Background: an optimization exercise with open tools, aiming at small area. Do not read the settings as production practice.
The RTL was checked by simulation tests, not by an equivalence proof against the original design.
No activity file was given, so power comes from the tool's default toggle rates.

**config.mk**
```make
export PLATFORM = sky130hd
export DESIGN_NAME = smc_dbcodec
export DESIGN_NICKNAME = smc_dbcodec
export VERILOG_FILES = /design/flow/design.v
export SDC_FILE = /design/flow/constraint.sdc
export NUM_CORES = 4
export LEC_CHECK = 0
export ABC_AREA = 1
export CAP_MARGIN = 20
export CORE_MARGIN = 2
export CORE_UTILIZATION = 40
export CTS_BUF_LIST = sky130_fd_sc_hd__clkbuf_4
export CTS_CLUSTER_DIAMETER = 200
export CTS_CLUSTER_SIZE = 30
export SLEW_MARGIN = 20
```
**constraint.sdc**
```tcl
create_clock -name core_clock -period 8.0 [get_ports {clk}]
set_input_delay 1.6000 -clock core_clock [delete_from_list [all_inputs] [get_ports {clk}]]
set_output_delay 1.6000 -clock core_clock [all_outputs]
set_load 0.01 [all_outputs]
```
**design.v**
```verilog
module smc_dbcodec (
    input  wire        clk,
    input  wire        rst,
    input  wire        in_valid,
    input  wire        in_gain,
    input  wire [63:0] in_db,
    output reg         out_valid,
    output reg  [15:0] out_word,
    output reg         out_nan
);
    wire        sgn  = in_db[63];
    wire [10:0] e    = in_db[62:52];
    wire [51:0] frac = in_db[51:0];
    wire f_lo   = |frac[37:0];
    wire f_mid  = |frac[45:38];
    wire is_nan = (&e) & (f_lo | f_mid | (|frac[51:46]));
    wire big    = e[10] & ((|e[9:3]) | (e[2] & e[1]));              
    wire ge1015 = e[10] | ((&e[9:4]) & (e[3] | (&e[2:0])));         
    wire in_rng = ge1015 & ~big;
    wire ge1026 = e[10] & (|e[9:1]);                                 
    wire [3:0]  rs = in_rng ? (4'd5 - e[3:0]) : 4'd15;
    wire [14:0] t0 = {1'b1, frac[51:38]};
    wire [14:0] t1 = rs[3] ? {8'b0, t0[14:8]} : t0;
    wire [14:0] t2 = rs[2] ? {4'b0, t1[14:4]} : t1;
    wire [14:0] t3 = rs[1] ? {2'b0, t2[14:2]} : t2;
    wire [14:0] a  = rs[0] ? {1'b0, t3[14:1]} : t3;
    wire sticky = f_lo | (rs[3] & f_mid) | (rs[2] & (|t1[3:0])) |
                  (rs[1] & (|t2[1:0])) | (rs[0] & t3[0]);
    wire [7:0] lo_p;            
    wire [7:0] lo_w;
    assign lo_w[0] = ~a[0] ^ sticky;
    assign lo_p[1] = ~(a[0] & sticky);
    genvar k;
    generate
        for (k = 1; k < 8; k = k + 1) begin : g_lo
            assign lo_w[k] = ~a[k] ^ lo_p[k];
            if (k < 7) begin : g_p
                assign lo_p[k+1] = lo_p[k] & ~a[k];
            end
        end
    endgenerate
    wire c8 = lo_p[7] & ~a[7];
    wire [8:0] hi_p;
    wire [7:0] hi_w;
    assign hi_p[0] = in_gain ? ~a[7] : c8;
    generate
        for (k = 0; k < 7; k = k + 1) begin : g_hi
            assign hi_w[k] = ~a[8+k] ^ hi_p[k];
            assign hi_p[k+1] = hi_p[k] & ~a[8+k];
        end
    endgenerate
    assign hi_w[7] = ~hi_p[7];
    wire [2:0] pm = a[10:8];
    wire p_sat = (ge1026 & ~is_nan) | (&pm) | (pm[2] & pm[1] & a[7]);
    wire [2:0] p_inc = {pm[2] ^ (pm[1] & pm[0] & a[7]), pm[1] ^ (pm[0] & a[7]), pm[0] ^ a[7]};
    wire [2:0] p_v = p_sat ? 3'd6 : p_inc;
    wire [15:0] word;
    assign word[7:0]   = (sgn & ~in_gain) ? lo_w : 8'h00;
    assign word[10:8]  = sgn ? hi_w[2:0] : (in_gain ? p_v : 3'd0);
    assign word[14:11] = sgn ? hi_w[6:3] : 4'd0;
    assign word[15]    = sgn & (hi_w[7] | (big & ~is_nan));
    always @(posedge clk) begin
        out_valid <= in_valid & ~rst;
        out_nan   <= is_nan;
        out_word  <= word;
    end
endmodule
```
**flow/run.sh**
```bash
#!/bin/bash
# Own layout flow: the standard synthesis, then the combinational logic between the
# registers is mapped again with an area-oriented ABC script (registers, their names and cell
# types untouched), checked equivalent to the standard netlist, and laid out by the standard
# flow with the smallest buffer on the ports.
set -euo pipefail
WORK=$(pwd)
YOSYS="$FLOW_HOME/../tools/install/yosys/bin/yosys"
[[ -x "$YOSYS" ]] || YOSYS=yosys
export LIB="$FLOW_HOME/platforms/sky130hd/lib/sky130_fd_sc_hd__tt_025C_1v80.lib"
R="$WORK/orfs/results/$FLOW_PLATFORM/smc_dbcodec/base"

# 1. standard synthesis
bash standard.sh synth > "$WORK/std_synth.log" 2>&1

# 2. remap the combinational logic
mkdir -p "$WORK/resynth"
cp "$R/1_2_yosys.v" "$WORK/resynth/std.v"
cp "$WORK/flow/abc.script" "$WORK/resynth/abc.script"
( cd "$WORK/resynth" && "$YOSYS" -c "$WORK/flow/resynth.tcl" ) > "$WORK/resynth.log" 2>&1
( cd "$WORK/resynth" && "$YOSYS" -c "$WORK/flow/equiv.tcl" ) > "$WORK/equiv.log" 2>&1
grep -q "SUCCESS" "$WORK/equiv.log"

# 3. the rest of the standard flow on the remapped netlist
cp "$WORK/resynth/new.v" "$R/1_2_yosys.v"
rm -f "$R/1_synth.odb" "$R/1_synth.sdc"
bash standard.sh "BUFFER_PORTS_ARGS=-buffer_cell sky130_fd_sc_hd__buf_1" finish > "$WORK/std_layout.log" 2>&1
```
**flow/abc.script**
```
strash
&get -n
&deepsyn -T 30
&put
dch
amap
```
**flow/equiv.tcl**
```tcl
yosys read_liberty -ignore_miss_func $::env(LIB)
yosys read_verilog std.v
yosys rename $::env(FLOW_TOP) gold
yosys read_verilog new.v
yosys rename $::env(FLOW_TOP) gate
yosys hierarchy -check
yosys flatten
yosys opt_clean
yosys miter -equiv -flatten -make_outputs gold gate miter
yosys hierarchy -top miter
yosys sat -verify -seq 2 -prove trigger 0 -set-init-zero miter
```
**flow/resynth.tcl**
```tcl
yosys read_liberty -ignore_miss_func $::env(LIB)
yosys blackbox sky130_fd_sc_hd__dfxtp_1
yosys read_verilog std.v
yosys hierarchy -top $::env(FLOW_TOP)
yosys flatten
yosys opt_clean -purge
yosys abc -script abc.script -liberty $::env(LIB) -dont_use sky130_fd_sc_hd__lpflow_bleeder_1 -dont_use sky130_fd_sc_hd__lpflow_clkbufkapwr_1 -dont_use sky130_fd_sc_hd__lpflow_clkbufkapwr_16 -dont_use sky130_fd_sc_hd__lpflow_clkbufkapwr_2 -dont_use sky130_fd_sc_hd__lpflow_clkbufkapwr_4 -dont_use sky130_fd_sc_hd__lpflow_clkbufkapwr_8 -dont_use sky130_fd_sc_hd__lpflow_clkinvkapwr_1 -dont_use sky130_fd_sc_hd__lpflow_clkinvkapwr_16 -dont_use sky130_fd_sc_hd__lpflow_clkinvkapwr_2 -dont_use sky130_fd_sc_hd__lpflow_clkinvkapwr_4 -dont_use sky130_fd_sc_hd__lpflow_clkinvkapwr_8 -dont_use sky130_fd_sc_hd__lpflow_decapkapwr_12 -dont_use sky130_fd_sc_hd__lpflow_decapkapwr_3 -dont_use sky130_fd_sc_hd__lpflow_decapkapwr_4 -dont_use sky130_fd_sc_hd__lpflow_decapkapwr_6 -dont_use sky130_fd_sc_hd__lpflow_decapkapwr_8 -dont_use sky130_fd_sc_hd__lpflow_inputiso0n_1 -dont_use sky130_fd_sc_hd__lpflow_inputiso0p_1 -dont_use sky130_fd_sc_hd__lpflow_inputiso1n_1 -dont_use sky130_fd_sc_hd__lpflow_inputiso1p_1 -dont_use sky130_fd_sc_hd__lpflow_inputisolatch_1 -dont_use sky130_fd_sc_hd__lpflow_isobufsrc_1 -dont_use sky130_fd_sc_hd__lpflow_isobufsrc_16 -dont_use sky130_fd_sc_hd__lpflow_isobufsrc_2 -dont_use sky130_fd_sc_hd__lpflow_isobufsrc_4 -dont_use sky130_fd_sc_hd__lpflow_isobufsrc_8 -dont_use sky130_fd_sc_hd__lpflow_isobufsrckapwr_16 -dont_use sky130_fd_sc_hd__lpflow_lsbuf_lh_hl_isowell_tap_1 -dont_use sky130_fd_sc_hd__lpflow_lsbuf_lh_hl_isowell_tap_2 -dont_use sky130_fd_sc_hd__lpflow_lsbuf_lh_hl_isowell_tap_4 -dont_use sky130_fd_sc_hd__lpflow_lsbuf_lh_isowell_4 -dont_use sky130_fd_sc_hd__lpflow_lsbuf_lh_isowell_tap_1 -dont_use sky130_fd_sc_hd__lpflow_lsbuf_lh_isowell_tap_2 -dont_use sky130_fd_sc_hd__lpflow_lsbuf_lh_isowell_tap_4 -dont_use sky130_fd_sc_hd__probe_p_8 -dont_use sky130_fd_sc_hd__probec_p_8
yosys opt_clean -purge
yosys hilomap -singleton -hicell sky130_fd_sc_hd__conb_1 HI -locell sky130_fd_sc_hd__conb_1 LO
yosys setundef -zero
yosys splitnets
yosys opt_clean -purge
yosys insbuf -buf sky130_fd_sc_hd__buf_1 A X
yosys read_liberty -lib $::env(LIB)
yosys tee -o stat.txt stat -liberty $::env(LIB)
yosys check -assert
yosys write_verilog -noattr -nohex -nodec new.v
```
**standard.sh**
```bash
#!/bin/bash
# synth_recipe.tcl (not shown) runs the flow's synth.tcl, then flattens the netlist and writes it again
# the make line also repeats each setting of config.mk as NAME=value (left out here)
make -C /OpenROAD-flow-scripts/flow DESIGN_CONFIG=/design/flow/config.mk WORK_HOME=/design/flow/orfs CLKGATE_MAP_FILE= SYNTH_SCRIPT=/design/flow/synth_recipe.tcl "${@:-finish}"
```
==> flow_summary_export.csv, run 1 <==
group,metric,value,unit
drt,drcViolationCount,0,
layout,num-nets-final,348,
critical_path,cp.required,8.13,ns
sta,rsz0062_at_grt,"false",
critical_path,worst-endpoint-arrival,6.99,ns
global_route,grt_max_degree,16,
layout,areaGrowthSynthToFinish,31.8,%
die,dieHeight,60.1,µm
cts,post_cts_resized,0,
die,die_area,3610,µm²
critical_path,critPathTopFamily,"simple AND/OR/NAND/NOR gates",
critical_path,cp_max_fo,10,
sta,slew_headroom,39.2,%
drt,drt-pass1-iter-count,4,
global_route,antenna_found_initial,0,
run,cap_violations,0,
sta,setup-violations-final,0,
global_route,grt_overflow_total,0,
sta,final.setup.tns,0,ns
layout,antennaDiodeCount,0,
drt,drt_iter0_markers,48,
synthesis,syn_area_per_cell,6.62,µm²
power_and_ir_drop,leakagePower,0.508,nW
critical_path,max_stage_delay,0.50,ns
cts,clockRootBuffer,"clkbuf_4",
power_and_ir_drop,seq_power_share,53.7,%
cts,htree_levels,1,
power_and_ir_drop,p_sw_share,27.5,%
power_and_ir_drop,clockPowerShare,25.1,%
power_and_ir_drop,p_per_area,105,nW/µm²
synthesis,synth_nets,258,
critical_path,worst-setup-path-type,"input pin to flip-flop",
placement,dpl.hpwl,2980,µm
sta,slew_violations,0,
global_route,track_usage,20.4,%
placement,portBuffers,85,
sta,fin_crit,6.86,ns
synthesis,synth_cells,190,
drt,drt-total-wl,3470,µm
critical_path,critPathCaptureType,"flip-flop",
sta,tightest_slew,0.911,ns
die,row_count,20,
die,io_pins,86,
cts,clockBufferDepth,2,
sta,post-route-period-util,85.8,%
hold_path,worst_hold_path_type,"input pin to flip-flop",
outcome,status,"no timing/DRC/antenna violations",
global_route,grt_pass1_vias,1401,
synthesis,synthesis.area,1260,µm²
critical_path,slowest_stage,"a21oi_1",
synthesis,yosysWarnings,1,
layout,drive_gt1_share,1.08,%
die,core_area,3030,µm²
power_and_ir_drop,vdd_drop_max,35.5,µV
cts,cts.clk_slew.worst_paths,0.09,ns
cts,cts_setup_buffers,0,
die,die_w,60.1,µm
power_and_ir_drop,switchingPower,0.0000479,W
power_and_ir_drop,total_power,0.000174,W
drt,via_count,1632,
cts,cts_tree,"done",
power_and_ir_drop,p_comb_share,21.2,%
critical_path,worstPathBufferInverterCount,7,
power_and_ir_drop,p_int,0.000126,W
cts,hold_buffers,0,
drt,wl_per_cell,10.7,µm
critical_path,path_common_cell,"nor2_1",
sta,fmax,146,MHz
cts,cts_sinks,18,
drt,antenna_left,0,
placement,gp_congestion,0.927,
global_route,grt_pass1_wl,5830,µm
die,start_util,41.6,%
drt,viasPerCell,5.05,
sta,finalHoldViolCount,0,
critical_path,cp-start-kind,"input pin",
cts,cts_buffers,3,
layout by cell type, fill, tap and decap left out, drive strengths merged:
master  count
o22a        4
nand2      14
a22oi       2
a21oi      12
buf        85
nor3        6
a211oi      8
nor4       11
o211ai      1
o32ai       1
o21a        1
a31oi       4
nor2       44
clkbuf      3
nand3b      1
dfxtp      18
o21ai       9
nand4       3
a22o        1
a41oi       1
nor2b       2
nand3       1
o22ai      20
o221a       2
clkinv     21
or4         2
o211a       1
a32oi       1
sequential cells by signal, summed over array words and instances, names as in the netlist:
name and flops:
out_valid 1, out_nan 1, out_word 16
layout make-up:
| type | count | area [µm²] |
|---|---|---|
| multi-input combinational | 152 | 823 |
| sequential | 18 | 360 |
| clock inverter | 1 | 3.75 |
| inverter | 20 | 75.1 |
| tap | 44 | 55.1 |
| clock buffer | 3 | 22.5 |
| timing repair buffer | 85 | 319 |
| fill | 331 | 1370 |
per-layer routing:
metal  track usage, %  part of all wire, %  vias up
met5                0                    0        -
met1             28.2                   48      679
met4             6.67                 0.84        0
li1                 -                    -      902
met2             34.0                   46       49
met3            0.649                  5.1        2
stage by stage:
stage	setup slack [ns]	hold WS, ns	utilization (%)	instance area, µm²	std cells
after floorplan	1.92	1.67	-	1260	190
after global placement	1.05	1.76	53.9	1630	319
after detailed placement	0.859	1.76	53.9	1630	319
after CTS	1.16	1.45	54.8	1660	323
after global routing	0.293	1.46	54.8	1660	323
final	1.14	1.46	54.8	1660	323
path summary, 6_finish.rpt:
check / startpoint / cells after the start / to / slack [ns]
max: in_db[53] / 33 / out_word[14] / 1.14
min: rst / 2 / out_valid / 1.46
power by group through the flow:
stage                logic, W  registers, W  clock network (W)
global placement    0.0000364     0.0000956                  0
finish              0.0000369     0.0000935          0.0000437
global route        0.0000422     0.0000940          0.0000504
floorplan           0.0000149     0.0000975                  0
CTS                 0.0000368     0.0000936          0.0000463
detailed placement  0.0000367     0.0000957                  0
==> run 2: changes to the inputs <==
--- a/config.mk
+++ b/config.mk
@@ -9,7 +9,4 @@
 export CAP_MARGIN = 20
 export CORE_MARGIN = 2
 export CORE_UTILIZATION = 40
-export CTS_BUF_LIST = sky130_fd_sc_hd__clkbuf_4
-export CTS_CLUSTER_DIAMETER = 200
-export CTS_CLUSTER_SIZE = 30
 export SLEW_MARGIN = 20
==> run 2 against run 1 <==
  * Hold slack better by 0.0012 ns
  * Highest routed layer unchanged
  * Area after synthesis unchanged
  * Total power up 6.0%
==> flow_summary_export.csv, run 2 <==
group,metric,value,unit
layout,antennaDiodeCount,0,
cts,htree_levels,1,
drt,drcViolationCount,0,
die,dieHeight,60.1,µm
placement,dpl_cell_area,1630,µm²
sta,final.setup.tns,0,ns
synthesis,synthesis.area,1260,µm²
layout,layout_common_cells,"buf_1 (85), nor2_1 (44), clkinv_1 (20), o22ai_1 (20), dfxtp_1 (18)",
cts,cts_setup_buffers,0,
global_route,grt_overflow_total,0,
sta,fin_crit,6.87,ns
power_and_ir_drop,p_per_area,111,nW/µm²
layout,areaGrowthSynthToFinish,32.6,%
outcome,status,"no timing/DRC/antenna violations",
sta,fmax,145,MHz
layout,top_regs,"out_word x16, out_nan x1, out_valid x1",
sta,rsz0062_at_grt,"false",
cts,cts_tree,"done",
synthesis,synth_cells,190,
synthesis,yosysWarnings,1,
die,core_area,3030,µm²
die,row_count,20,
drt,via_count,1626,
critical_path,max_stage_delay,0.51,ns
drt,wl_per_cell,10.7,µm
critical_path,cp-start-kind,"input pin",
drt,drt-pass1-iter-count,4,
power_and_ir_drop,leakagePower,0.514,nW
layout,num-nets-final,348,
placement,portBuffers,85,
layout,layout.cells.non_filler,323,
global_route,grt_max_degree,16,
cts,hold_buffers,0,
critical_path,slowest_stage,"a21oi_1",
sta,tightest_slew,0.923,ns
global_route,antenna_found_initial,0,
cts,clockRootBuffer,"clkbuf_4",
drt,antenna_left,0,
drt,viasPerCell,5.03,
die,start_util,41.6,%
global_route,track_usage,20.5,%
synthesis,syn_area_per_cell,6.62,µm²
cts,cts_buffers,3,
cts,post_cts_resized,0,
layout,largest_reg_flops,16,
placement,dp.cells,319,
layout,drive_gt1_share,1.43,%
hold_path,hold-path-cell-count,2,
cts,clockBufferDepth,2,
cts,cts_sinks,18,
critical_path,critPathCaptureType,"flip-flop",
run,cap_violations,0,
sta,post-route-period-util,85.9,%
sta,finalHoldViolCount,0,
sta,slew_headroom,38.4,%
die,die_w,60.1,µm
die,die_area,3610,µm²
sta,slew_violations,0,
layout,final_common_cell,"buf_1",
power_and_ir_drop,vdd_drop_max,37.2,µV
global_route,grt_pass1_wl,5840,µm
layout,largest_register,"out_word",
drt,drt_iter0_markers,40,
cts,cts.clk_slew.worst_paths,0.10,ns
hold_path,worst_hold_path_type,"input pin to flip-flop",
critical_path,worst-setup-path-type,"input pin to flip-flop",
critical_path,worst-endpoint-arrival,7.01,ns
global_route,grt_pass1_vias,1411,
sta,setup-violations-final,0,
critical_path,cp_max_fo,10,
drt,drt-total-wl,3460,µm
layout,design_area,1670,µm²
critical_path,cp.required,8.13,ns
layout,fillers,330,
placement,dpl.hpwl,2980,µm
synthesis,synth_nets,258,
placement,gp_congestion,0.927,
die,io_pins,86,
critical_path,path_common_cell,"nor2_1",
## run 2: critical path: cells and delay by family
kind,cells,cell delay (ns)
simple gates,18,2.67
buf+inv,7,1.12
compound gates,8,1.61
## run 2: cell type report
class | instances | area, µm² | area share, %
multi-input combinational | 152 | 823 | 49.3
sequential | 18 | 360 | 21.6
timing repair buffer | 85 | 319 | 19.1
inverter | 20 | 75.1 | 4.50
tap | 44 | 55.1 | 3.30
clock buffer | 4 | 36.3 | 2.17
## run 2: stage by stage
stage / hold WS [ns] / worst slack (ns) / util, % / power [W]
finish: 1.46 / 1.13 / 55.1 / 0.000184
floorplan: 1.67 / 1.92 / - / 0.000112
global route: 1.46 / 0.296 / 55.1 / 0.000197
detailed placement: 1.76 / 0.859 / 53.9 / 0.000132
global placement: 1.76 / 1.05 / 53.9 / 0.000132
CTS: 1.45 / 1.17 / 55.1 / 0.000187
## run 2: worst paths after layout
kind | startpoint | end | slack [ns]
max | in_db[53] | out_word[14] | 1.13
min | rst | out_valid | 1.46
## run 2: power by group
group          leakage [nW]  internal (W)   total, W  switching (W)
Clock                0.0210     0.0000277  0.0000540      0.0000263
Sequential            0.147     0.0000928  0.0000935    0.000000706
Combinational         0.346     0.0000153  0.0000369      0.0000216
## run 2: per-layer routing
| layer | vias to the layer above | share of wire (%) | track usage [%] |
|---|---|---|---|
| li1 | 902 | - | - |
| met1 | 673 | 49 | 28.0 |
| met2 | 49 | 46 | 34.3 |
| met3 | 2 | 4.5 | 0.649 |
| met4 | 0 | 0.84 | 6.67 |
| met5 | - | 0 | 0 |
==> run 3: changes to the inputs <==
--- a/config.mk
+++ b/config.mk
@@ -8,5 +8,8 @@
 export ABC_AREA = 1
 export CAP_MARGIN = 20
 export CORE_MARGIN = 2
-export CORE_UTILIZATION = 40
+export CORE_UTILIZATION = 70
+export CTS_BUF_LIST = sky130_fd_sc_hd__clkbuf_2 sky130_fd_sc_hd__clkbuf_4
+export CTS_CLUSTER_DIAMETER = 200
+export CTS_CLUSTER_SIZE = 30
 export SLEW_MARGIN = 20
==> run 3 against run 2 <==
  * The flow now stops in global placement
  * Area after synthesis stayed put
  * Synthesized cell count stayed put
==> flow_summary_export.csv, run 3 <==
group,metric,value,unit
synthesis,yosysWarnings,1,
placement,portBuffers,85,
synthesis,synth_nets,258,
die,die_w,46.4,µm
synthesis,syn_area_per_cell,6.62,µm²
synthesis,synthesis.area,1260,µm²
outcome,status,"did not finish",
die,dieHeight,46.4,µm
outcome,first-error,"[ERROR GPL-0301] Utilization 108.717 % exceeds 100%.",
outcome,failed_stage,"global placement",
die,io_pins,86,
die,start_util,73.7,%
synthesis,synth_cells,190,
die,row_count,15,

[port drivers added, routing unchanged]
The results above use ideal ports. As a check the final layouts listed here were re-extracted and re-timed, cells and wires unchanged. Step 1 sets driving cells, clkbuf_16 on the clock port and buf_2 on the other inputs (assumed; they add their load-dependent delay and slew). Step 2 moves the port delays by t, midway between the first and last clock arrival at a register: inputs arrive t later, outputs are due t later. That takes back most of the time a late clock gives input paths. a / b / c = ideal / step 1 / step 2; a / b = the first two.
run	t, ns	setup WS [ns]	hold WS [ns]	slew at the worst register clock pin (ns)	worst data-port slew with drivers (ns)
run 1	0.300	1.137 / 1.131 / 0.831	1.458 / 1.463 / 1.764	0.09 / 0.09	0.04
run 2	0.301	1.125 / 1.120 / 0.818	1.459 / 1.464 / 1.766	0.10 / 0.10	0.04
After both steps setup and hold are still met in every run listed. For run 2, which loses most, drivers alone change the setup slack by -0.005 ns; drivers and shift together by -0.307 ns.
